From an optimization exercise on the open Yosys and OpenROAD flow, aimed at small area; shortcuts taken in it are not production practice. RTL that was checked went through simulation tests only; none was proved equivalent to the original. For run 1, only the layout was checked, not whether the RTL still works. No activity file was given, so power comes from the tool's default toggle rates.

File: design.v
module mb_sched_row (
    input  wire [39:0] bright,
    input  wire [7:0]  tb,
    input  wire [7:0]  tb1,       
    output wire [4:0]  gt,
    output wire [4:0]  eq
);
    genvar c;
    generate
        for (c = 0; c < 5; c = c + 1) begin : g_col
            assign gt[c] = bright[8*c +: 8] > tb;
            assign eq[c] = bright[8*c +: 8] == tb1;
        end
    endgenerate
endmodule
module microbit_core (
    input  wire        clk,
    input  wire        rst_n,        
    input  wire        cmd_valid,
    output wire        cmd_ready,
    input  wire [31:0] cmd_data,
    input  wire [3:0]  rd_addr,
    output reg  [31:0] rd_data,
    input  wire        tick,         
    input  wire        sample,       
    input  wire [1:0]  btn_raw,      
    output wire [4:0]  row_out,      
    output wire [4:0]  col_out       
);
    localparam [2:0] PH_IDLE = 3'd0, PH_ENTRY = 3'd1, PH_MAIN = 3'd2,
                     PH_PROGRAM = 3'd3, PH_CHECK = 3'd4;
    localparam [2:0] NONE = 3'd7;
    localparam [2:0] E_NONE = 3'd0, E_CLAIMED = 3'd1, E_ILLEGAL = 3'd3,
                     E_RANGE = 3'd4, E_NOTINIT = 3'd5, E_CSDEPTH = 3'd6;
    localparam [3:0] OP_NOP = 4'h0, OP_DISP_NEW = 4'h1, OP_SHOW = 4'h2,
                     OP_IMG_CLEAR = 4'h3, OP_IMG_WRITE = 4'h4, OP_IMG_READ = 4'h5,
                     OP_IMG_SHIFT = 4'h6, OP_BTN_NEW = 4'h7, OP_BTN_WAS = 4'h8,
                     OP_BTN_IS = 4'h9, OP_CS_ENTER = 4'hA, OP_CS_EXIT = 4'hB;
    reg [199:0] stage;           
    reg [2:0]   sk;
    reg [199:0] pending;
    reg [2:0]   pk;
    reg [199:0] active;
    reg [2:0]   ak;
    reg         disp_init;
    reg [2:0]   cur_row;         
    reg [4:0]   col_on;          
    reg [2:0]   trow;            
    reg [7:0]   tb;
    reg [3:0]   tsub;
    reg         trun;
    reg         ev;              
    reg         swpend;
    reg [2:0]   phase;
    reg [7:0]   cs_depth;
    reg [3:0]   sig0, sig1;
    reg [1:0]   latched;
    reg [31:0]  pc0, pc1;
    reg         sampler_run;
    reg         smp_pend;
    reg [3:0]   h_valid;
    reg [3:0]   h_btn;
    reg [127:0] hd;              
    reg [7:0]   result;
    reg [2:0]   status_err;
    wire irq       = ev | swpend;
    wire cs_zero   = (cs_depth == 8'd0);
    wire ph_idle   = (phase == PH_IDLE);
    wire seq_step  = ~ph_idle | (irq & cs_zero);
    wire smp_step  = ~seq_step & smp_pend & cs_zero;
    assign cmd_ready = ~seq_step & ~smp_step;
    wire host_step = cmd_valid & cmd_ready;
    wire do_main    = (phase == PH_MAIN);
    wire do_program = (phase == PH_PROGRAM);
    wire do_entry   = (phase == PH_ENTRY);
    wire        pend_sel = (trow == 3'd0) & (cur_row != 3'd0);
    reg  [39:0] row_bright;
    integer ri;
    always @* begin
        row_bright = {40{pend_sel}} & pending[39:0];
        for (ri = 0; ri < 5; ri = ri + 1)
            row_bright = row_bright |
                ({40{(trow == ri) & ~(ri == 0 & pend_sel)}} & active[40*ri +: 40]);
    end
    wire [7:0] tb1 = tb + 8'd1;
    wire [4:0] gt, eq;
    mb_sched_row u_row (.bright(row_bright), .tb(tb), .tb1(tb1), .gt(gt), .eq(eq));
    wire trans      = (cur_row != trow);
    wire on_due     = |(col_on & ~gt);           
    wire row_same   = (trow == cur_row);
    reg g14;
    always @* begin
        case (tb)
            8'd14, 8'd28, 8'd42, 8'd56, 8'd70, 8'd84, 8'd99, 8'd113, 8'd127,
            8'd141, 8'd155, 8'd169, 8'd184, 8'd198, 8'd212, 8'd226, 8'd240,
            8'd254:  g14 = 1'b1;
            default: g14 = 1'b0;
        endcase
    end
    wire binc   = g14 ? (tsub == 4'd13) : (tsub == 4'd12);
    wire rowend = binc & (tb == 8'd254);
    wire hit0   = binc & row_same & ~on_due & ((|(col_on & eq)) | (tb == 8'd254));
    wire hit1   = rowend & (trow == 3'd4);
    wire [3:0] c_op  = cmd_data[31:28];
    wire [3:0] c_a   = cmd_data[27:24];
    wire [3:0] c_b   = cmd_data[23:20];
    wire [7:0] c_imm = cmd_data[7:0];
    reg        c_legal;
    always @* begin
        case (c_op)
            OP_NOP, OP_DISP_NEW, OP_SHOW, OP_IMG_CLEAR, OP_CS_ENTER, OP_CS_EXIT:
                c_legal = (cmd_data[27:0] == 28'd0);
            OP_IMG_WRITE:
                c_legal = (cmd_data[19:8] == 12'd0);
            OP_IMG_READ, OP_BTN_NEW:
                c_legal = (cmd_data[19:0] == 20'd0);
            OP_IMG_SHIFT:
                c_legal = (cmd_data[27:8] == 20'd0);
            OP_BTN_WAS, OP_BTN_IS:
                c_legal = (cmd_data[23:0] == 24'd0);
            default:
                c_legal = 1'b0;
        endcase
    end
    wire [1:0]  c_h      = c_a[1:0];
    wire        c_hbtn   = h_btn[c_h];
    wire [3:0]  h_nz;                           
    wire        c_hnz    = h_nz[c_h];
    reg [2:0] err;
    always @* begin
        if (!c_legal)
            err = E_ILLEGAL;
        else if ((c_op == OP_IMG_WRITE || c_op == OP_IMG_READ) && (c_a >= 4'd5 || c_b >= 4'd5))
            err = E_RANGE;
        else if (c_op == OP_BTN_NEW && (c_a >= 4'd4 || c_b >= 4'd2))
            err = E_RANGE;
        else if ((c_op == OP_BTN_WAS || c_op == OP_BTN_IS) && c_a >= 4'd4)
            err = E_RANGE;
        else if (c_op == OP_DISP_NEW && disp_init)
            err = E_CLAIMED;
        else if (c_op == OP_SHOW && !disp_init)
            err = E_NOTINIT;
        else if ((c_op == OP_BTN_WAS || c_op == OP_BTN_IS) && !h_valid[c_h])
            err = E_NOTINIT;
        else if (c_op == OP_CS_ENTER && cs_depth == 8'd255)
            err = E_CSDEPTH;
        else if (c_op == OP_CS_EXIT && cs_zero)
            err = E_CSDEPTH;
        else
            err = E_NONE;
    end
    wire c_ok       = host_step & (err == E_NONE);
    wire x_dispnew  = c_ok & (c_op == OP_DISP_NEW);
    wire x_show     = c_ok & (c_op == OP_SHOW);
    wire x_clear    = c_ok & (c_op == OP_IMG_CLEAR);
    wire x_write    = c_ok & (c_op == OP_IMG_WRITE);
    wire x_read     = c_ok & (c_op == OP_IMG_READ);
    wire x_shift    = c_ok & (c_op == OP_IMG_SHIFT);
    wire x_btnnew   = c_ok & (c_op == OP_BTN_NEW);
    wire x_btnwas   = c_ok & (c_op == OP_BTN_WAS);
    wire x_btnis    = c_ok & (c_op == OP_BTN_IS);
    wire x_csenter  = c_ok & (c_op == OP_CS_ENTER);
    wire x_csexit   = c_ok & (c_op == OP_CS_EXIT);
    wire [3:0] c_pcol_s = {1'b0, c_b[2:0]} + {1'b0, sk};
    wire [2:0] c_pcol   = (c_pcol_s >= 4'd5) ? c_pcol_s[2:0] - 3'd5 : c_pcol_s[2:0];
    wire       sh_all   = (c_imm >= 8'd5);
    wire [3:0] sk_sum   = {1'b0, sk} + {1'b0, c_imm[2:0]};
    wire [2:0] sk_next  = (sk_sum >= 4'd5) ? sk_sum[2:0] - 3'd5 : sk_sum[2:0];
    reg  [4:0] sh_lmask;                       
    always @* begin
        case (c_imm[2:0])
            3'd0:    sh_lmask = 5'b00000;
            3'd1:    sh_lmask = 5'b00001;
            3'd2:    sh_lmask = 5'b00011;
            3'd3:    sh_lmask = 5'b00111;
            default: sh_lmask = 5'b01111;
        endcase
    end
    reg  [4:0] sh_pmask;                       
    always @* begin
        case (sk)
            3'd1:    sh_pmask = {sh_lmask[3:0], sh_lmask[4]};
            3'd2:    sh_pmask = {sh_lmask[2:0], sh_lmask[4:3]};
            3'd3:    sh_pmask = {sh_lmask[1:0], sh_lmask[4:2]};
            3'd4:    sh_pmask = {sh_lmask[0],   sh_lmask[4:1]};
            default: sh_pmask = sh_lmask;
        endcase
    end
    wire [4:0] clr_col = (x_clear | (x_shift & sh_all)) ? 5'b11111 :
                         x_shift ? sh_pmask : 5'b00000;
    reg  [24:0] cell_sel;
    integer r, p;
    always @* begin
        for (r = 0; r < 5; r = r + 1)
            for (p = 0; p < 5; p = p + 1)
                cell_sel[5*r+p] = (c_a[2:0] == r) & (c_pcol == p);
    end
    reg [7:0] c_cell_val;
    always @* begin
        c_cell_val = 8'd0;
        for (r = 0; r < 25; r = r + 1)
            c_cell_val = c_cell_val | ({8{cell_sel[r]}} & stage[8*r +: 8]);
    end
    reg [199:0] n_stage;
    always @* begin
        for (r = 0; r < 5; r = r + 1)
            for (p = 0; p < 5; p = p + 1)
                n_stage[8*(5*r+p) +: 8] =
                    ({8{rst_n & x_write & cell_sel[5*r+p]}} & c_imm) |
                    ({8{rst_n & ~(x_write & cell_sel[5*r+p]) & ~clr_col[p]}} & stage[8*(5*r+p) +: 8]);
    end
    wire         pend_ld   = rst_n & x_show;
    wire         pend_hold = rst_n & ~x_show;
    wire [199:0] n_pending = ({200{pend_ld}} & stage) | ({200{pend_hold}} & pending);
    wire         act_ld    = rst_n & seq_step & do_main & pend_sel;
    wire         act_hold  = rst_n & ~(seq_step & do_main & pend_sel) & ~x_dispnew;
    wire [199:0] n_active  = ({200{act_ld}} & pending) | ({200{act_hold}} & active);
    wire [3:0] s0n = btn_raw[0] ? ((sig0 == 4'd12) ? 4'd12 : sig0 + 4'd1)
                                : ((sig0 == 4'd0)  ? 4'd0  : sig0 - 4'd1);
    wire [3:0] s1n = btn_raw[1] ? ((sig1 == 4'd12) ? 4'd12 : sig1 + 4'd1)
                                : ((sig1 == 4'd0)  ? 4'd0  : sig1 - 4'd1);
    wire press0 = smp_step & (s0n > 4'd8) & ~latched[0];
    wire press1 = smp_step & (s1n > 4'd8) & ~latched[1];
    wire rel0   = smp_step & (s0n < 4'd2) & latched[0];
    wire rel1   = smp_step & (s1n < 4'd2) & latched[1];
    wire [31:0] n_pc0 = {32{rst_n}} & (pc0 + {31'd0, press0});
    wire [31:0] n_pc1 = {32{rst_n}} & (pc1 + {31'd0, press1});
    reg [127:0] n_hd;
    reg [3:0]   h_inc, h_clr;
    reg [31:0]  hq;
    reg         hfb;
    integer h;
    always @* begin
        for (h = 0; h < 4; h = h + 1) begin
            hq       = hd[32*h +: 32];
            h_nz_r[h] = |hq;
            hfb      = hq[31] ^ hq[21] ^ hq[1] ^ hq[0] ^ ~(|hq[30:0]);
            h_inc[h] = rst_n & (h_btn[h] ? press1 : press0);
            h_clr[h] = (c_h == h) & (x_btnnew | (x_btnwas & h_nz_r[h]));
            n_hd[32*h +: 32] =
                ({32{h_inc[h]}} & {hq[30:0], hfb}) |
                ({32{rst_n & ~h_inc[h] & ~h_clr[h]}} & hq);
        end
    end
    reg [3:0] h_nz_r;
    assign h_nz = h_nz_r;
    wire n_trun  = x_dispnew ? 1'b0 : ((seq_step & do_program) | trun);
    wire tick_en = tick & n_trun;
    always @(posedge clk) begin
        stage   <= n_stage;
        pending <= n_pending;
        active  <= n_active;
        pc0     <= n_pc0;
        pc1     <= n_pc1;
        hd      <= n_hd;
    end
    always @(posedge clk) begin
        if (!rst_n) begin
            sk          <= 3'd0;
            pk          <= 3'd0;
            ak          <= 3'd0;
            disp_init   <= 1'b0;
            cur_row     <= NONE;
            col_on      <= 5'd0;
            trow        <= 3'd0;
            tb          <= 8'd0;
            tsub        <= 4'd0;
            trun        <= 1'b0;
            ev          <= 1'b0;
            swpend      <= 1'b0;
            phase       <= PH_IDLE;
            cs_depth    <= 8'd0;
            sig0        <= 4'd0;
            sig1        <= 4'd0;
            latched     <= 2'd0;
            sampler_run <= 1'b0;
            smp_pend    <= 1'b0;
            h_valid     <= 4'd0;
            h_btn       <= 4'd0;
            result      <= 8'd0;
            status_err  <= 3'd0;
        end else begin
            if (seq_step) begin
                case (phase)
                    PH_IDLE:  phase <= PH_ENTRY;
                    PH_ENTRY: begin
                        swpend <= 1'b0;
                        phase  <= PH_MAIN;
                    end
                    PH_MAIN: begin
                        cur_row <= trow;
                        col_on  <= (trans ? 5'b11111 : col_on) & gt;
                        if (pend_sel)
                            ak <= pk;
                        phase <= PH_PROGRAM;
                    end
                    PH_PROGRAM: begin
                        trun  <= 1'b1;
                        phase <= PH_CHECK;
                    end
                    default: begin
                        if (((trow > cur_row) | (row_same & on_due)) & ~irq)
                            phase <= PH_ENTRY;
                        else
                            phase <= PH_IDLE;
                    end
                endcase
            end
            if (smp_step) begin
                sig0 <= s0n;
                sig1 <= s1n;
                if (press0) latched[0] <= 1'b1; else if (rel0) latched[0] <= 1'b0;
                if (press1) latched[1] <= 1'b1; else if (rel1) latched[1] <= 1'b0;
            end
            smp_pend <= sampler_run & ((smp_pend & ~smp_step) | sample);
            if (host_step) begin
                status_err <= err;
                result     <= 8'd0;
            end
            if (x_dispnew) begin
                disp_init <= 1'b1;
                col_on    <= 5'd0;
                cur_row   <= NONE;
                trun      <= 1'b0;
                swpend    <= 1'b1;
            end
            if (x_show)
                pk <= sk;
            if (x_shift & ~sh_all)
                sk <= sk_next;
            if (x_read)
                result <= c_cell_val;
            if (x_btnnew) begin
                h_valid[c_h] <= 1'b1;
                h_btn[c_h]   <= c_b[0];
                sampler_run  <= 1'b1;
            end
            if (x_btnwas & c_hnz)
                result <= 8'd1;
            if (x_btnis)
                result <= {7'd0, btn_raw[c_hbtn]};
            if (x_csenter) cs_depth <= cs_depth + 8'd1;
            if (x_csexit)  cs_depth <= cs_depth - 8'd1;
            if ((seq_step & do_entry) | x_dispnew)
                ev <= 1'b0;
            if (tick_en & (hit0 | hit1))
                ev <= 1'b1;
            if (x_dispnew) begin
                trow <= 3'd0;
                tb   <= 8'd0;
                tsub <= 4'd0;
            end else if (tick_en) begin
                if (rowend) begin
                    trow <= (trow == 3'd4) ? 3'd0 : trow + 3'd1;
                    tb   <= 8'd0;
                    tsub <= 4'd0;
                end else if (binc) begin
                    tb   <= tb1;
                    tsub <= 4'd0;
                end else begin
                    tsub <= tsub + 4'd1;
                end
            end
        end
    end
    reg [4:0] row_dec;
    always @* begin
        case (cur_row)
            3'd0:    row_dec = 5'b00001;
            3'd1:    row_dec = 5'b00010;
            3'd2:    row_dec = 5'b00100;
            3'd3:    row_dec = 5'b01000;
            3'd4:    row_dec = 5'b10000;
            default: row_dec = 5'b00000;
        endcase
    end
    assign row_out = row_dec;
    reg [4:0] col_log;
    always @* begin
        case (ak)
            3'd1:    col_log = {col_on[0],   col_on[4:1]};
            3'd2:    col_log = {col_on[1:0], col_on[4:2]};
            3'd3:    col_log = {col_on[2:0], col_on[4:3]};
            3'd4:    col_log = {col_on[3:0], col_on[4]};
            default: col_log = col_on;
        endcase
    end
    assign col_out = col_log;
    always @* begin
        case (rd_addr)
            4'h1:    rd_data = {24'd0, result};
            4'h2:    rd_data = {8'd0, cs_depth, 6'd0, sampler_run, disp_init, 5'd0, status_err};
            4'h3:    rd_data = pc0;
            4'h4:    rd_data = pc1;
            4'h5:    rd_data = {27'd0, row_out};
            4'h6:    rd_data = {27'd0, col_out};
            default: rd_data = 32'd0;
        endcase
    end
endmodule
File: flow/run.sh
#!/bin/bash
# Own layout flow: the standard ORFS flow, with one change. Yosys's ABC
# technology-mapping step uses an area-oriented script (flow/abc_area_map.script)
# instead of ORFS's delay-oriented abc_speed.script: the clock period is far longer
# than any path, so the mapping need not chase delay. Everything else (synthesis
# script, register mapping, floorplan, power grid, placement, CTS, routing) is
# the standard.sh unchanged.
set -euo pipefail
W=$(pwd)
rm -rf "$W/scripts_area"
cp -r "$FLOW_HOME/scripts" "$W/scripts_area"
cp "$W/flow/abc_area_map.script" "$W/scripts_area/abc_speed.script"
bash "$W/standard.sh" SCRIPTS_DIR="$W/scripts_area" > "$W/flow_make.log" 2>&1
File: flow/abc_area_map.script
&get -n
&st
&dch
&nf -R 1000 -p
&st
&syn2
&dch
&nf -R 1000 -p
&put
File: standard.sh
#!/bin/bash
# synth_recipe.tcl (not shown) runs the flow's synth.tcl, then flattens the netlist and writes it again
# the make line also repeats each setting of config.mk as NAME=value (left out here)
make -C /OpenROAD-flow-scripts/flow DESIGN_CONFIG=/design/flow/config.mk WORK_HOME=/design/flow/orfs CLKGATE_MAP_FILE= SYNTH_SCRIPT=/design/flow/synth_recipe.tcl "${@:-finish}"
File: config.mk
export PLATFORM = sky130hd
export DESIGN_NAME = microbit_core
export DESIGN_NICKNAME = microbit_core
export VERILOG_FILES = /design/flow/design.v
export SDC_FILE = /design/flow/constraint.sdc
export NUM_CORES = 8
export LEC_CHECK = 0
export CAP_MARGIN = 20
export CORE_MARGIN = 2
export CORE_UTILIZATION = 25
export PLACE_DENSITY = 0.45
export SLEW_MARGIN = 20
File: constraint.sdc
create_clock -name core_clock -period 60.0 [get_ports {clk}]
set_input_delay 12.0000 -clock core_clock [delete_from_list [all_inputs] [get_ports {clk}]]
set_output_delay 12.0000 -clock core_clock [all_outputs]
set_load 0.01 [all_outputs]
==> impl_metrics.env, run 1 <==
export IMPL_status="finished clean"
export IMPL_drive_gt1_frac=0.0664
export IMPL_cp_max_fo=8
export IMPL_pwr_density_cell_nw_per_um2=30.0
export IMPL_core_sq_um=133000
export IMPL_cts_hold_fix_buffers=0
export IMPL_synth_area_leaders="dfxtp_1 (52%), a22o_1 (14%), nand2_1 (4.7%)"
export IMPL_crit_type="in2out"
export IMPL_drtIter0Drc=2632
export IMPL_cts_path_max_buffers=3
export IMPL_ff2ff_path_depth=17
export IMPL_period_needed_ns=26.40
export IMPL_die_area_sq_um=137000
export IMPL_drc=0
export IMPL_ir_worst_vdd_mv=0.0229
export IMPL_startpoint="rd_addr[0]"
export IMPL_start_kind="input pin"
export IMPL_p_leak_nw=14.7
export IMPL_cts_resized=0
export IMPL_min_from="latched[1]"
export IMPL_die_y_um=370
export IMPL_relSlewSlack=0.177
export IMPL_ys_seq_elements=870
export IMPL_hold_class="reg2reg"
export IMPL_area_growth_pct=20.9
export IMPL_syn_num_nets=3467
export IMPL_post_cts_buffers=0
export IMPL_synth_edf_count=0
export IMPL_hpwlAfterDp_mm=81.1
export IMPL_power_mw=1.21
export IMPL_synth_commonest_cells="dfxtp_1 (870), a22o_1 (551), nand2_1 (418)"
export IMPL_yosysMostFrequentCell="dfxtp_1"
export IMPL_r2r_slack_ns=54.15
export IMPL_worstPathArrival_ns=14.40
export IMPL_fin_nets=3712
export IMPL_tns_ns=0
export IMPL_gp_congestion=0.838
export IMPL_synth_main_ff_cell="dfxtp_1"
export IMPL_cap_violations=0
export IMPL_antenna_found_initial=7
export IMPL_setup_violations_final=0
export IMPL_dr_pass1_iters=8
export IMPL_cpMaxStageDelayCell="nor3_1"
export IMPL_postLayoutCoreUtil=0.304
export IMPL_crit_chain="clkdlybuf4s50_1 > nand2b_1 > nor3_1 > a222oi_1 > nand2_1 > a221o_1 > clkdlybuf4s50_1"
export IMPL_cts_htree_levels=3
export IMPL_netlist_area_sq_um=33500
export IMPL_root_buffer="clkbuf_16"
export IMPL_cpMostUsedCell="clkdlybuf4s50_1"
export IMPL_grt_pass1_wl_mm=181
export IMPL_worst_pin_slew_ns=1.23
export IMPL_dp_cells=5252
export IMPL_grt_setup_unrepaired="no"
export IMPL_yosysTopAreaCellShare=0.521
export IMPL_ys_seq_area_frac=0.521
export IMPL_start_util=0.251
export IMPL_r2r_start="sk[0]"
export IMPL_critPathCaptureType="output port"
export IMPL_drv_slew=0
export IMPL_finalClockSkew_ns=0.0463
export IMPL_synth_cell_types=57
export IMPL_synthCells=3337
export IMPL_ys_async_sr_fraction=0
export IMPL_hold_slack_ns=0.436
export IMPL_clkSlewWorstSetupHoldPaths_ns=0.06
export IMPL_timing_fmax_mhz=37.9
export IMPL_crit_family="buffers and inverters"
export IMPL_grt_max_degree=200
export IMPL_track_usage=0.173
export IMPL_min_period_over_period=0.440
export IMPL_yosys_warnings=1
export IMPL_io_buffers=85
export IMPL_clk_latency_ns=0.71
export IMPL_clock_sinks=870
export IMPL_wl_per_cell_um=22.5
export IMPL_worst_path_buf_inv=2
export IMPL_critPathMaxStageDelay_ns=0.72
export IMPL_ioPinCount=86
export IMPL_vias=28400
export IMPL_path_depth=7
export IMPL_final_cells=5429
export IMPL_synth_area_per_cell_sq_um=10.0
export IMPL_required_ns=48.00
export IMPL_yosys_area_top_type="dfxtp_1"
export IMPL_grt_remaining_overflow=0
export IMPL_grt_pass1_vias=26700
export IMPL_avgViaCountPerCell=5.22
export IMPL_cts_tree="yes"
export IMPL_whs_path_depth=2
export IMPL_cts_made_buffers=95
export IMPL_hold_viol=0
export IMPL_fp_dieW_um=370
export IMPL_row_count=134
export IMPL_antenna_left=0
export IMPL_wirelength_mm=122
[where the power goes]
group          internal (mW)  leakage [nW]  switching, mW
logic                0.00709          6.13         0.0223
registers              0.578          7.00      0.0000790
clock network          0.350          1.60          0.257
total                  0.935          14.7          0.279
[cell families (layout without fill, tap and decap cells)]
group,after synthesis,in the layout,synth area share
muxes,12,12,0.00400
xor gates and xnor gates,69,69,0.0181
other,0,4,0
DFF,870,870,0.521
buffers and inverters,70,390,0.00785
and+or+nand+nor,934,934,0.127
adders and majority gates,87,87,0.0332
AOI/OAI and AO/OA,1295,1295,0.289
[worst paths after layout]
kind                endpoint
setup / recovery  rd_data[0]
hold / removal    latched[1]
hold reg to reg   latched[1]
setup reg to reg   result[0]
[state kept, by name (all words and copies together) (netlist names), 2 cells and up]
register	cells
col_on	5
latched	2
pk	3
result	8
sig1	4
h_btn	4
cur_row	3
tb	8
hd	128
active	200
tsub	4
sk	3
trow	3
ak	3
phase	3
sig0	4
status_err	3
pc1	32
stage	200
pending	200
h_valid	4
cs_depth	8
pc0	32
[tightest hold or removal path, cell delays in order, from the launching register on]
cell      delay [ns]
dfxtp_1         0.31
clkinv_1        0.04
a21oi_1         0.04
[cell type report]
cell class                      instances  area [sq um]
Antenna cell                            4          10.0
Clock buffer                          140          2820
Multi-Input combinational cell       2397         15900
Timing Repair Buffer                  148          1360
Fill cell                           13900         92700
Inverter                               70           263
Sequential cell                       870         17400
Tap cell                             1768          2210
Clock inverter                         32           443
[placed cells by master (no fill, tap or decap), types with 38 or more instances in the layout]
cell               n
clkinv_1          70
clkdlybuf4s50_1   84
dfxtp_1          870
xnor2_1           51
a222oi_1          65
a22o_1           551
nor3_1            44
nor2_1           175
nor4_1            38
a22oi_1          109
nand4_1           50
nand3_1           63
nand2_1          418
o21ai_0          279
clkbuf_16         95
buf_4             60
ha_1              83
a21oi_1          119
[per-stage QoR]
stage / setup WS (ns) / cell area (sq um)
after CTS: 33.38 / 40400
after floorplan: 33.02 / 33500
after global routing: 33.44 / 40400
final: 33.60 / 40400
after global placement: 33.47 / 37100
after detailed placement: 33.38 / 37100
[metal layers]
metal	vias to the layer above	routed length, um	GRT usage
met5	-	23	0
met4	4	3520	0.0549
met3	186	6200	0.0258
met2	754	53800	0.263
met1	13900	58400	0.248
li1	13500	-	-
==> run 2: changes to the inputs <==
--- a/design.v
+++ b/design.v
@@ -60,7 +60,7 @@
     reg         smp_pend;
     reg [3:0]   h_valid;
     reg [3:0]   h_btn;
-    reg [127:0] hd;              
+    reg [31:0]  last0, last1, last2, last3;
     reg [7:0]   result;
     reg [2:0]   status_err;
     wire irq       = ev | swpend;
@@ -72,16 +72,19 @@
     wire host_step = cmd_valid & cmd_ready;
     wire do_main    = (phase == PH_MAIN);
     wire do_program = (phase == PH_PROGRAM);
+    wire do_check   = (phase == PH_CHECK);
     wire do_entry   = (phase == PH_ENTRY);
     wire        pend_sel = (trow == 3'd0) & (cur_row != 3'd0);
-    reg  [39:0] row_bright;
-    integer ri;
+    reg  [39:0] act_row;
     always @* begin
-        row_bright = {40{pend_sel}} & pending[39:0];
-        for (ri = 0; ri < 5; ri = ri + 1)
-            row_bright = row_bright |
-                ({40{(trow == ri) & ~(ri == 0 & pend_sel)}} & active[40*ri +: 40]);
+        case (trow[1:0])
+            2'd0:    act_row = trow[2] ? active[160 +: 40] : active[0 +: 40];
+            2'd1:    act_row = active[40 +: 40];
+            2'd2:    act_row = active[80 +: 40];
+            default: act_row = active[120 +: 40];
+        endcase
     end
+    wire [39:0] row_bright = pend_sel ? pending[39:0] : act_row;
     wire [7:0] tb1 = tb + 8'd1;
     wire [4:0] gt, eq;
     mb_sched_row u_row (.bright(row_bright), .tb(tb), .tb1(tb1), .gt(gt), .eq(eq));
@@ -124,8 +127,15 @@
     end
     wire [1:0]  c_h      = c_a[1:0];
     wire        c_hbtn   = h_btn[c_h];
-    wire [3:0]  h_nz;                           
-    wire        c_hnz    = h_nz[c_h];
+    reg  [31:0] c_hlast;
+    always @* begin
+        case (c_h)
+            2'd0:    c_hlast = last0;
+            2'd1:    c_hlast = last1;
+            2'd2:    c_hlast = last2;
+            default: c_hlast = last3;
+        endcase
+    end
     reg [2:0] err;
     always @* begin
         if (!c_legal)
@@ -163,6 +173,8 @@
     wire x_csexit   = c_ok & (c_op == OP_CS_EXIT);
     wire [3:0] c_pcol_s = {1'b0, c_b[2:0]} + {1'b0, sk};
     wire [2:0] c_pcol   = (c_pcol_s >= 4'd5) ? c_pcol_s[2:0] - 3'd5 : c_pcol_s[2:0];
+    wire [4:0] c_cell   = c_a[2:0] * 5 + c_pcol;
+    wire [7:0] c_cell_val = stage[8*c_cell +: 8];
     wire       sh_all   = (c_imm >= 8'd5);
     wire [3:0] sk_sum   = {1'b0, sk} + {1'b0, c_imm[2:0]};
     wire [2:0] sk_next  = (sk_sum >= 4'd5) ? sk_sum[2:0] - 3'd5 : sk_sum[2:0];
@@ -188,33 +200,9 @@
     end
     wire [4:0] clr_col = (x_clear | (x_shift & sh_all)) ? 5'b11111 :
                          x_shift ? sh_pmask : 5'b00000;
-    reg  [24:0] cell_sel;
-    integer r, p;
-    always @* begin
-        for (r = 0; r < 5; r = r + 1)
-            for (p = 0; p < 5; p = p + 1)
-                cell_sel[5*r+p] = (c_a[2:0] == r) & (c_pcol == p);
-    end
-    reg [7:0] c_cell_val;
-    always @* begin
-        c_cell_val = 8'd0;
-        for (r = 0; r < 25; r = r + 1)
-            c_cell_val = c_cell_val | ({8{cell_sel[r]}} & stage[8*r +: 8]);
-    end
-    reg [199:0] n_stage;
-    always @* begin
-        for (r = 0; r < 5; r = r + 1)
-            for (p = 0; p < 5; p = p + 1)
-                n_stage[8*(5*r+p) +: 8] =
-                    ({8{rst_n & x_write & cell_sel[5*r+p]}} & c_imm) |
-                    ({8{rst_n & ~(x_write & cell_sel[5*r+p]) & ~clr_col[p]}} & stage[8*(5*r+p) +: 8]);
-    end
-    wire         pend_ld   = rst_n & x_show;
-    wire         pend_hold = rst_n & ~x_show;
-    wire [199:0] n_pending = ({200{pend_ld}} & stage) | ({200{pend_hold}} & pending);
-    wire         act_ld    = rst_n & seq_step & do_main & pend_sel;
-    wire         act_hold  = rst_n & ~(seq_step & do_main & pend_sel) & ~x_dispnew;
-    wire [199:0] n_active  = ({200{act_ld}} & pending) | ({200{act_hold}} & active);
+    wire        p_sel    = x_btnnew ? c_b[0] : c_hbtn;
+    wire [31:0] c_hcount = p_sel ? pc1 : pc0;
+    wire        was_new  = (c_hcount != c_hlast);
     wire [3:0] s0n = btn_raw[0] ? ((sig0 == 4'd12) ? 4'd12 : sig0 + 4'd1)
                                 : ((sig0 == 4'd0)  ? 4'd0  : sig0 - 4'd1);
     wire [3:0] s1n = btn_raw[1] ? ((sig1 == 4'd12) ? 4'd12 : sig1 + 4'd1)
@@ -223,41 +211,16 @@
     wire press1 = smp_step & (s1n > 4'd8) & ~latched[1];
     wire rel0   = smp_step & (s0n < 4'd2) & latched[0];
     wire rel1   = smp_step & (s1n < 4'd2) & latched[1];
-    wire [31:0] n_pc0 = {32{rst_n}} & (pc0 + {31'd0, press0});
-    wire [31:0] n_pc1 = {32{rst_n}} & (pc1 + {31'd0, press1});
-    reg [127:0] n_hd;
-    reg [3:0]   h_inc, h_clr;
-    reg [31:0]  hq;
-    reg         hfb;
-    integer h;
-    always @* begin
-        for (h = 0; h < 4; h = h + 1) begin
-            hq       = hd[32*h +: 32];
-            h_nz_r[h] = |hq;
-            hfb      = hq[31] ^ hq[21] ^ hq[1] ^ hq[0] ^ ~(|hq[30:0]);
-            h_inc[h] = rst_n & (h_btn[h] ? press1 : press0);
-            h_clr[h] = (c_h == h) & (x_btnnew | (x_btnwas & h_nz_r[h]));
-            n_hd[32*h +: 32] =
-                ({32{h_inc[h]}} & {hq[30:0], hfb}) |
-                ({32{rst_n & ~h_inc[h] & ~h_clr[h]}} & hq);
-        end
-    end
-    reg [3:0] h_nz_r;
-    assign h_nz = h_nz_r;
     wire n_trun  = x_dispnew ? 1'b0 : ((seq_step & do_program) | trun);
     wire tick_en = tick & n_trun;
-    always @(posedge clk) begin
-        stage   <= n_stage;
-        pending <= n_pending;
-        active  <= n_active;
-        pc0     <= n_pc0;
-        pc1     <= n_pc1;
-        hd      <= n_hd;
-    end
+    integer r, p;
     always @(posedge clk) begin
         if (!rst_n) begin
+            stage       <= 200'd0;
             sk          <= 3'd0;
+            pending     <= 200'd0;
             pk          <= 3'd0;
+            active      <= 200'd0;
             ak          <= 3'd0;
             disp_init   <= 1'b0;
             cur_row     <= NONE;
@@ -273,10 +236,16 @@
             sig0        <= 4'd0;
             sig1        <= 4'd0;
             latched     <= 2'd0;
+            pc0         <= 32'd0;
+            pc1         <= 32'd0;
             sampler_run <= 1'b0;
             smp_pend    <= 1'b0;
             h_valid     <= 4'd0;
             h_btn       <= 4'd0;
+            last0       <= 32'd0;
+            last1       <= 32'd0;
+            last2       <= 32'd0;
+            last3       <= 32'd0;
             result      <= 8'd0;
             status_err  <= 3'd0;
         end else begin
@@ -290,8 +259,10 @@
                     PH_MAIN: begin
                         cur_row <= trow;
                         col_on  <= (trans ? 5'b11111 : col_on) & gt;
-                        if (pend_sel)
-                            ak <= pk;
+                        if (pend_sel) begin
+                            active <= pending;
+                            ak     <= pk;
+                        end
                         phase <= PH_PROGRAM;
                     end
                     PH_PROGRAM: begin
@@ -312,6 +283,8 @@
                 if (press0) latched[0] <= 1'b1; else if (rel0) latched[0] <= 1'b0;
                 if (press1) latched[1] <= 1'b1; else if (rel1) latched[1] <= 1'b0;
             end
+            if (press0) pc0 <= pc0 + 32'd1;
+            if (press1) pc1 <= pc1 + 32'd1;
             smp_pend <= sampler_run & ((smp_pend & ~smp_step) | sample);
             if (host_step) begin
                 status_err <= err;
@@ -320,14 +293,23 @@
             if (x_dispnew) begin
                 disp_init <= 1'b1;
                 col_on    <= 5'd0;
+                active    <= 200'd0;
                 cur_row   <= NONE;
                 trun      <= 1'b0;
                 swpend    <= 1'b1;
             end
-            if (x_show)
-                pk <= sk;
+            if (x_show) begin
+                pending <= stage;
+                pk      <= sk;
+            end
+            for (r = 0; r < 5; r = r + 1)
+                for (p = 0; p < 5; p = p + 1)
+                    if (clr_col[p])
+                        stage[8*(5*r+p) +: 8] <= 8'd0;
             if (x_shift & ~sh_all)
                 sk <= sk_next;
+            if (x_write)
+                stage[8*c_cell +: 8] <= c_imm;
             if (x_read)
                 result <= c_cell_val;
             if (x_btnnew) begin
@@ -335,7 +317,15 @@
                 h_btn[c_h]   <= c_b[0];
                 sampler_run  <= 1'b1;
             end
-            if (x_btnwas & c_hnz)
+            if (x_btnnew | (x_btnwas & was_new)) begin
+                case (c_h)
+                    2'd0:    last0 <= c_hcount;
+                    2'd1:    last1 <= c_hcount;
+                    2'd2:    last2 <= c_hcount;
+                    default: last3 <= c_hcount;
+                endcase
+            end
+            if (x_btnwas & was_new)
                 result <= 8'd1;
             if (x_btnis)
                 result <= {7'd0, btn_raw[c_hbtn]};
==> run.sh (new file) <==
#!/bin/bash
# synth_recipe.tcl (not shown) runs the flow's synth.tcl, then flattens the netlist and writes it again
# the make line also repeats each setting of config.mk as NAME=value (left out here)
make -C /OpenROAD-flow-scripts/flow DESIGN_CONFIG=/design/flow/config.mk WORK_HOME=/design/flow/orfs CLKGATE_MAP_FILE= SYNTH_SCRIPT=/design/flow/synth_recipe.tcl finish
removed: flow/run.sh
removed: flow/abc_area_map.script
removed: standard.sh
==> run 2 against run 1 <==
- sequential share of layout area is 7.4 points lower
- global-route usage is 3.3 points higher
- worst hold slack better by 0.00056 ns
- critical endpoint is now rd_data[1]
- setup slack worse by 0.18 ns
- utilization is 1.5 points lower
- final area is 21% higher
- largest power group unchanged
- synthesized cell count is 56% higher
- critical path depth is 1 lower
- clock skew is 0.0091 ns lower
- synthesized area is 27% higher
- still clean on timing, DRC and antenna
- final cell count is 35% higher
- sequential power is 0.7% higher
==> impl_metrics.env, run 2 <==
export IMPL_setup_violations_final=0
export IMPL_start_util=0.251
export IMPL_power_frac_seq=0.422
export IMPL_clkSlewWorstSetupHoldPaths_ns=0.06
export IMPL_p_comb_frac=0.104
export IMPL_drv_slew=0
export IMPL_avgViaCountPerCell=5.31
export IMPL_yosysMostFrequentCell="nand2_1"
export IMPL_ff2ff_path_depth=21
export IMPL_intPower_uw=998
export IMPL_synth_cell_types=108
export IMPL_die_y_um=416
export IMPL_yosysTopAreaCellShare=0.410
export IMPL_area_growth_pct=15.0
export IMPL_syn_num_nets=5333
export IMPL_fp_dieW_um=416
export IMPL_antenna_left=0
export IMPL_synth_edf_count=0
export IMPL_startpoint="rd_addr[1]"
export IMPL_grt_pass1_vias=36700
export IMPL_fin_nets=5180
export IMPL_r2r_slack_ns=52.37
export IMPL_io_buffers=85
export IMPL_drc=0
export IMPL_grt_remaining_overflow=0
export IMPL_critPathMaxStageDelay_ns=0.72
export IMPL_yosys_area_top_type="dfxtp_1"
export IMPL_grt_pass1_wl_mm=265
export IMPL_cts_tree="yes"
export IMPL_synth_area_leaders="dfxtp_1 (41%), nand2_1 (9.0%), a21oi_1 (8.9%)"
export IMPL_cp_max_fo=8
export IMPL_critPathCaptureType="output port"
export IMPL_crit_family="simple AND/OR/NAND/NOR gates"
export IMPL_synth_area_per_cell_sq_um=8.18
export IMPL_wirelength_mm=184
export IMPL_min_period_over_period=0.443
export IMPL_cts_htree_levels=3
export IMPL_cts_hold_fix_buffers=0
export IMPL_pwr_density_cell_nw_per_um2=28.3
export IMPL_cap_violations=0
export IMPL_relSlewSlack=0.129
export IMPL_cpMostUsedCell="clkdlybuf4s50_1"
export IMPL_final_common_cell="nand2_1"
export IMPL_power_mw=1.38
export IMPL_whs_path_depth=2
export IMPL_ys_seq_elements=870
export IMPL_netlist_area_sq_um=42500
export IMPL_drive_gt1_frac=0.0892
export IMPL_finalClockSkew_ns=0.0373
export IMPL_reg_top3="active: 200 flops, pending: 200 flops, stage: 200 flops"
export IMPL_cts_path_max_buffers=3
export IMPL_period_needed_ns=26.58
export IMPL_min_from="pending[86]"
export IMPL_power_share_clock=0.475
export IMPL_ioPinCount=86
export IMPL_wl_per_cell_um=25.0
export IMPL_clock_sinks=870
export IMPL_worst_path_buf_inv=2
export IMPL_core_sq_um=169000
export IMPL_final_cells=7341
export IMPL_root_buffer="clkbuf_16"
export IMPL_start_kind="input pin"
export IMPL_hold_viol=0
export IMPL_setup_ws_ns=33.42
export IMPL_antenna_found_initial=4
export IMPL_hpwlAfterDp_mm=123
export IMPL_grt_setup_unrepaired="no"
export IMPL_switching_share=0.277
export IMPL_worstPathArrival_ns=14.58
export IMPL_hold_slack_ns=0.436
export IMPL_ir_worst_vdd_mv=0.0227
export IMPL_clk_latency_ns=0.76
export IMPL_crit_type="in2out"
export IMPL_cpMaxStageDelayCell="nor3_1"
export IMPL_hold_class="reg2reg"
export IMPL_yosys_warnings=1
export IMPL_final_cell_mix="nand2_1 (1015), dfxtp_1 (869), a21oi_1 (751), nor2_1 (378), a22oi_1 (220)"
export IMPL_track_usage=0.205
export IMPL_dr_pass1_iters=10
export IMPL_cts_made_buffers=100
export IMPL_cts_resized=0
export IMPL_grt_max_degree=153
export IMPL_die_area_sq_um=173000
export IMPL_gp_congestion=0.941
export IMPL_crit_chain="clkdlybuf4s50_1 > nand2b_1 > nor3_1 > a22oi_1 > nand4_1 > clkdlybuf4s50_1"
export IMPL_synthCells=5192
export IMPL_synth_main_ff_cell="dfxtp_1"
export IMPL_drtIter0Drc=3815
export IMPL_ys_async_sr_fraction=0
export IMPL_worst_pin_slew_ns=1.30
export IMPL_preCtsSetupSlack_ns=33.40
export IMPL_post_cts_buffers=0
export IMPL_dp_cells=7154
export IMPL_vias=39000
export IMPL_path_depth=6
export IMPL_required_ns=48.00
export IMPL_timing_fmax_mhz=37.6
export IMPL_r2r_end="stage[142]"
export IMPL_row_count=151
export IMPL_tns_ns=0
export IMPL_ys_seq_area_frac=0.410
export IMPL_r2r_start="sk[1]"
export IMPL_p_leak_nw=16.0
export IMPL_crit_end="rd_data[1]"
export IMPL_status="finished clean"
export IMPL_synth_commonest_cells="nand2_1 (1018), dfxtp_1 (870), a21oi_1 (757)"
export IMPL_power_switching_uw=382
run 2: cell count changes after synthesis, sizes merged, moves of 189 or more:
cell    delta
clkbuf   +335
a22o     -520
o21ai    -189
nand2    +601
nor2     +201
a21oi    +639
run 2: cell families after synthesis:
kind of cell / share of synthesized area
adders and majority gates: 0.0296
xor gates and xnor gates: 0.0264
and+or+nand+nor: 0.193
muxes: 0.0522
buffers and inverters: 0.0523
DFF: 0.410
AOI/OAI and AO/OA: 0.237
run 2: final cells by class:
cell class / instances / area, sq um
Multi-Input combinational cell: 3789 / 23100
Antenna cell: 1 / 2.50
Sequential cell: 870 / 17400
Tap cell: 2218 / 2780
Timing Repair Buffer: 181 / 1610
Clock buffer: 152 / 2950
Fill cell: 18100 / 120000
Inverter: 97 / 372
Clock inverter: 33 / 537
run 2: how the worst min path moves through the flow:
| stage | end |
|---|---|
| global route | active[86] |
| CTS | active[177] |
| global placement | h_valid[0] |
| floorplan | h_valid[3] |
| finish | active[86] |
| detailed placement | active[156] |
run 2: per-stage QoR:
| stage | utilization | area [sq um] |
|---|---|---|
| after floorplan | - | 42500 |
| after global placement | 0.268 | 45200 |
| after detailed placement | 0.268 | 45300 |
| after CTS | 0.288 | 48800 |
| after global routing | 0.289 | 48800 |
| final | 0.289 | 48800 |
run 2: layer usage:
metal / GRT usage / vias up / routed length, um
met4: 0.0711 / 2 / 6520
met3: 0.0302 / 305 / 10100
li1: - / 18100 / -
met2: 0.342 / 1279 / 86900
met5: 0 / - / 13
met1: 0.269 / 19300 / 80000
run 2: worst min-delay path: stages (launching register included):
cell,delay (ns)
dfxtp_1,0.30
nand2_1,0.05
a21oi_1,0.05
run 2: power by group through the flow:
stage | registers (mW) | logic [mW] | clock network [mW]
after floorplan | 0.593 | 0.0851 | 0
after global placement | 0.595 | 0.143 | 0
after detailed placement | 0.595 | 0.143 | 0
after CTS | 0.582 | 0.143 | 0.667
after global routing | 0.582 | 0.151 | 0.690
final | 0.582 | 0.143 | 0.655

[separate check: timing with driven ports]
How much do the figures lean on ideal ports? The routed layouts below were timed once more, with nothing changed but the port constraints. Step 1, drivers: a clkbuf_16 drives clk and a buf_2 each remaining input, both assumed. Step 2, shift: input delay + t, output delay - t, t = (earliest + latest rising clock arrival at the registers) / 2. This alone moves slack from input paths to output paths. Three values: ideal, step 1, step 2; two values: the first two.
run | shift t [ns] | slack for setup (ns) | hold slack, ns | pins driven straight from the clock port
run 1 | 0.760 | 33.598 / 33.567 / 33.567 | 0.436 / 0.436 / 0.436 | 1
run 2 | 0.820 | 33.422 / 33.397 / 33.397 | 0.436 / 0.436 / 0.436 | 1
After both steps every run listed still meets setup and hold. For run 1, which loses most, drivers alone change the setup slack by -0.031 ns; drivers and shift together by -0.031 ns.
